From an optimization exercise on the open Yosys and OpenROAD flow, aimed at small area, a short achievable clock period and few clock cycles; shortcuts taken in it are not production practice. Only simulation tests tie the RTL to the original design; equivalence was not proved. No activity file was given, so power comes from the tool's default toggle rates.

== run a ==
// radixconv
module radixconv (
    input  wire        clk,
    input  wire        rst,
    input  wire        host_valid,
    input  wire        host_we,
    input  wire        host_buf,
    input  wire [6:0]  host_addr,
    input  wire [15:0] host_wdata,
    output reg  [15:0] host_rdata
);
For scale: about 6,900 cells after synthesis, about 1,300 flip-flops.
export LEC_CHECK = 0
export CAP_MARGIN = 20
export CORE_MARGIN = 2
export CORE_UTILIZATION = 40
export SLEW_MARGIN = 20
create_clock -name core_clock -period 10.0 [get_ports {clk}]
standard.sh (not shown) runs the stock make flow with config.mk's settings and CLKGATE_MAP_FILE= SYNTH_SCRIPT=/design/flow/synth_recipe.tcl, a recipe that flattens the netlist after the stock synthesis.
==> flow/flow/run.sh <==
#!/bin/bash
# The standard layout (the standard.sh: ORFS synthesis to finish), with timing repair aimed at a
# setup margin of 5.5 ns and without gate cloning. The make output goes to flow.log; ORFS keeps each
# step's own log under orfs/logs/.
set -euo pipefail
bash standard.sh SETUP_SLACK_MARGIN=5.5 SKIP_GATE_CLONING=1 finish > flow.log 2>&1
Run a went all the way through the flow, and no timing, DRC or antenna check failed.
Testbench counts of run a, summed over its fixed seeds: cycles 30,579.
Edits applied to the flow inputs when going from run a to run b:
==> flow/flow/run.sh <==
#!/bin/bash
# The standard layout (the standard.sh: ORFS synthesis to finish), with timing repair aimed at a
# setup margin of 6 ns and without gate cloning. The make output goes to flow.log; ORFS keeps each
# step's own log under orfs/logs/.
set -euo pipefail
bash standard.sh SETUP_SLACK_MARGIN=6 SKIP_GATE_CLONING=1 finish > flow.log 2>&1
### Flow results
- Compared with run a, run b shows a overall power after layout that is about 0.4% higher.
- Run b vs run a: TritonCTS buffer count up
- Compared with run a, in run b clock skew went down 8.5 ps; combinational share of power saw an increase; clock-buffer cell count saw a decrease.

---

## job 2126
Another version of the RTL of radixconv (not shown whole).
Size: roughly 6,200 cells after synthesis, about 1,300 flip-flops, roughly 70,000 sq um of cells after synthesis.
clock: 10.0 ns
lec_check: 0
cap_margin: 20
core_margin: 2
core_utilization: 55
cts_buf_list: sky130_fd_sc_hd__clkbuf_8
slew_margin: 20
==> flow/flow/run.sh <==
#!/bin/bash
# The standard layout (the standard.sh: ORFS synthesis to finish), with timing repair aimed at a
# setup margin of 5.5 ns and without gate cloning. The make output goes to flow.log; ORFS keeps each
# step's own log under orfs/logs/.
set -euo pipefail
bash standard.sh SETUP_SLACK_MARGIN=5.5 SKIP_GATE_CLONING=1 finish > flow.log 2>&1
From the logs: job 2126 reached the end of the flow and failed the layout checks with capacitance limit, slew limit.
Testbench counts of job 2126, summed over its fixed seeds: cycles 30,579.
diff inputs: job 2126 => job 8346
Settings: a change of CAP_MARGIN from 20 to 30; a change of CTS_BUF_LIST from sky130_fd_sc_hd__clkbuf_8 to sky130_fd_sc_hd__clkbuf_4; a change of SLEW_MARGIN from 20 to 30.
Notes after the runs:
Job 8346 | status: complete | timing, DRC, antenna: pass. Post-placement cell count: job 2126 vs job 8346 — no meaningful difference. Delta (job 8346 minus job 2126): depth of the worst register-to-register path rose by 6; global-route usage fell by 1.6 points. Job 8346 vs. job 2126: total number of H-tree levels went up by 1. In job 8346 the relative contribution of combinational cells to total power turned out 0.6 points lower than in job 2126. Relative to job 2126, setup slack has increased by 0.13 ns in job 8346. Max fraction of met2 tracks used by global routing across job 2126 and job 8346: job 2126. Taking job 2126 as the reference point, the TritonCTS buffer count of job 8346 rises by 67%. Diff job 2126 -> job 8346: total leakage power has decreased, fraction of final layout cells with drive strength greater than 1 moved down.
### job 8346 -> job 2804
Settings: a change of CTS_BUF_LIST from sky130_fd_sc_hd__clkbuf_4 to sky130_fd_sc_hd__clkbuf_8; a change of CORE_UTILIZATION from 55 to 65.
==> comparison <==
- Having completed the whole flow, job 2804 delivered a layout that passed the timing, design-rule and antenna checks.
- Run comparison: job 2804 critical path startpoint host_addr[2]; job 8346 critical path startpoint host_addr[3]
- Core box area (job 2804 / job 8346): 0.842
- In the metrics for job 8346 and job 2804, the one carrying the higher logic gate share of total power is job 2804.
- Of job 8346 and job 2804, the run reporting the higher routed wire length was job 2804.
- Of job 8346 and job 2804, job 2804 shows the higher utilization after layout, with job 8346 below it.
- In job 2804, the final cycle utilization of the critical path came out 3.8 points above the value in job 8346.
- Shortest period the worst path allows in job 2804 vs job 8346: up 0.38 ns
- Job 2804 against job 8346: overall die area now sits lower; initial antenna violation count saw an increase; non-clock buffer count grew by about 28%.
Modified inputs, job 3271 compared to job 2804
Settings: CORE_UTILIZATION now 55, was 65.
### Flow results
- Taking job 3271 as 1.0, job 2804 lands at 0.905 on non-clock buffer count.
- Job 3271 against job 2804: vias per cell went down; post-CTS repair timing setup buffer count lower; die area +18%; final-layout worst hold slack higher; count of non-filler cells in the finished layout rose by 313.
- Core utilization: job 3271 lower than job 2804
- Summary of job 3271 over job 2804: footprint of the multi-input gates grew by about 0.33%; clock insertion delay at the later pin of the skew report moved up; pre-CTS setup slack went down; switching share of power lost 0.68 points.
The following lists how job 682 was set up differently from job 3271:
Settings: CTS_CLUSTER_DIAMETER newly set to 50; CTS_BUF_LIST changed from sky130_fd_sc_hd__clkbuf_8 to sky130_fd_sc_hd__clkbuf_4; CTS_CLUSTER_SIZE newly set to 8.
==> run notes <==
- [job 682 vs job 3271] met1 layer usage reported by global route: lower in job 682
- Job 682 ended up with host_addr[6] as its startpoint of the most critical setup path; job 3271 ended up with host_addr[2].
- Job 682 vs job 3271: setup clock skew after layout up in job 682
- Switching power total (lower): job 682
- First-iteration DRC count, job 682 vs job 3271: down by more than 10%
- Row final core utilization: job 682 lower / job 3271 higher
- Setup slack ended up 0.071 ns higher on job 682 than on job 3271.
- Re sequential cell count: no difference whatsoever between job 682 and job 3271.
- | number of vias per cell | job 682 vs job 3271 | ≈ equal |

---

Starting RTL as in the previous note.
export LEC_CHECK = 0
export CAP_MARGIN = 30
export CORE_MARGIN = 2
export CORE_UTILIZATION = 55
export CTS_BUF_LIST = sky130_fd_sc_hd__clkbuf_4
export CTS_CLUSTER_DIAMETER = 50
export CTS_CLUSTER_SIZE = 8
export SLEW_MARGIN = 30
create_clock -name core_clock -period 10.0 [get_ports {clk}]
==> flow/flow/run.sh <==
#!/bin/bash
# The standard layout (the standard.sh: ORFS synthesis to finish), with timing repair aimed at a
# setup margin of 5.25 ns and without gate cloning. The make output goes to flow.log; ORFS keeps each
# step's own log under orfs/logs/.
set -euo pipefail
bash standard.sh SETUP_SLACK_MARGIN=5.25 SKIP_GATE_CLONING=1 finish > flow.log 2>&1
Testbench counts at the start, summed over its fixed seeds: cycles 30,579.
Edit:
==> flow/flow/run.sh (replaced) <==
#!/bin/bash
# The standard layout (the standard.sh: ORFS synthesis to finish), with timing repair aimed at a
# setup margin of 5.5 ns and without gate cloning. The make output goes to flow.log; ORFS keeps each
# step's own log under orfs/logs/.
set -euo pipefail
bash standard.sh SETUP_SLACK_MARGIN=5.5 SKIP_GATE_CLONING=1 finish > flow.log 2>&1
Settings changed: CORE_UTILIZATION 55 to 65, CTS_CLUSTER_DIAMETER 50 to unset, CTS_CLUSTER_SIZE 8 to unset.
Sequential power is about the same.
Synthesized area stays the same.
Wire length came out higher slightly.
Count of clock-buffer cells in the layout came out higher by 271.
Worst hold slack is about the same.
Total power came out higher by about a fifth.
Fmax came out lower slightly.
Non-clock buffer count came out higher by 89.

---

radixconv, a different RTL version from the one above (not shown whole).
Size: about 6100 cells after synthesis, ~44 I/O pins.
## radixconv
module radixconv (
    input  wire        clk,
    input  wire        rst,
    input  wire        host_valid,
    input  wire        host_we,
    input  wire        host_buf,
    input  wire [6:0]  host_addr,
    input  wire [15:0] host_wdata,
    output reg  [15:0] host_rdata
);
Settings: LEC_CHECK=0, CAP_MARGIN=30, CORE_MARGIN=2, CORE_UTILIZATION=55, CTS_BUF_LIST=sky130_fd_sc_hd__clkbuf_4, CTS_CLUSTER_DIAMETER=50, CTS_CLUSTER_SIZE=7, SLEW_MARGIN=30; clock period 10.0 ns.
==> flow/flow/run.sh <==
#!/bin/bash
# The standard layout (the standard.sh: ORFS synthesis to finish), with timing repair aimed at a
# setup margin of 5.5 ns and without gate cloning. The make output goes to flow.log; ORFS keeps each
# step's own log under orfs/logs/.
set -euo pipefail
bash standard.sh SETUP_SLACK_MARGIN=5.5 SKIP_GATE_CLONING=1 finish > flow.log 2>&1
Testbench counts at the start, summed over its fixed seeds: cycles 30,579.
==> next run, changes <==
CTS_CLUSTER_SIZE = 8   (was 7)
Non-clock buffer count increases by 6.
Cell count is about the same.
Wire length is about the same.

afterwards: timing with drivers on the ports:
No port has a modelled driver above. Below, the same layouts with a new extraction and two added sets of constraints. Step 1 sets driving cells, clkbuf_16 on the clock port and buf_2 on the other inputs (assumed; they add their load-dependent delay and slew). Step 2 times the ports against the registers' clock, not the clock port: input delays grow and output delays shrink by t, the midpoint of the rising clock arrivals with the driver on. Three values: no drivers, after step 1, after step 2; two values: the first two.
| run | t (ns) | setup slack, ns | latest minus earliest clock arrival (ns) | slew at the worst register clock pin (ns) |
|---|---|---|---|---|
| run a | 0.887 | 5.315 / 5.372 / 4.485 | 0.064 / 0.065 | 0.08 / 0.08 |
| run b | 0.886 | 5.363 / 5.417 / 4.531 | 0.056 / 0.056 | 0.07 / 0.07 |
| job 2126 | 1.036 | 5.314 / 5.355 / 4.319 | 0.077 / 0.076 | 0.08 / 0.08 |
| job 8346 | 1.369 | 5.445 / 5.455 / 4.129 | 0.111 / 0.111 | 0.10 / 0.10 |
| job 2804 | 1.006 | 5.060 / 5.020 / 4.014 | 0.088 / 0.088 | 0.08 / 0.08 |
| job 3271 | 1.054 | 5.343 / 5.341 / 4.287 | 0.065 / 0.065 | 0.07 / 0.07 |
| job 682 | 1.314 | 5.413 / 5.437 / 4.150 | 0.085 / 0.084 | 0.11 / 0.11 |
| the first run of note 3 | 1.355 | 5.214 / 5.271 / 3.916 | 0.089 / 0.090 | 0.11 / 0.11 |
| the second run of note 3 | 1.257 | 5.180 / 5.230 / 3.973 | 0.134 / 0.134 | 0.08 / 0.08 |
| the first run of note 4 | 1.340 | 5.455 / 5.348 / 4.008 | 0.101 / 0.102 | 0.11 / 0.11 |
| the second run of note 4 | 1.306 | 5.372 / 5.250 / 3.944 | 0.092 / 0.092 | 0.12 / 0.12 |
For the first run of note 4, which loses most, drivers alone change the setup slack by -0.107 ns; drivers and shift together by -1.447 ns.
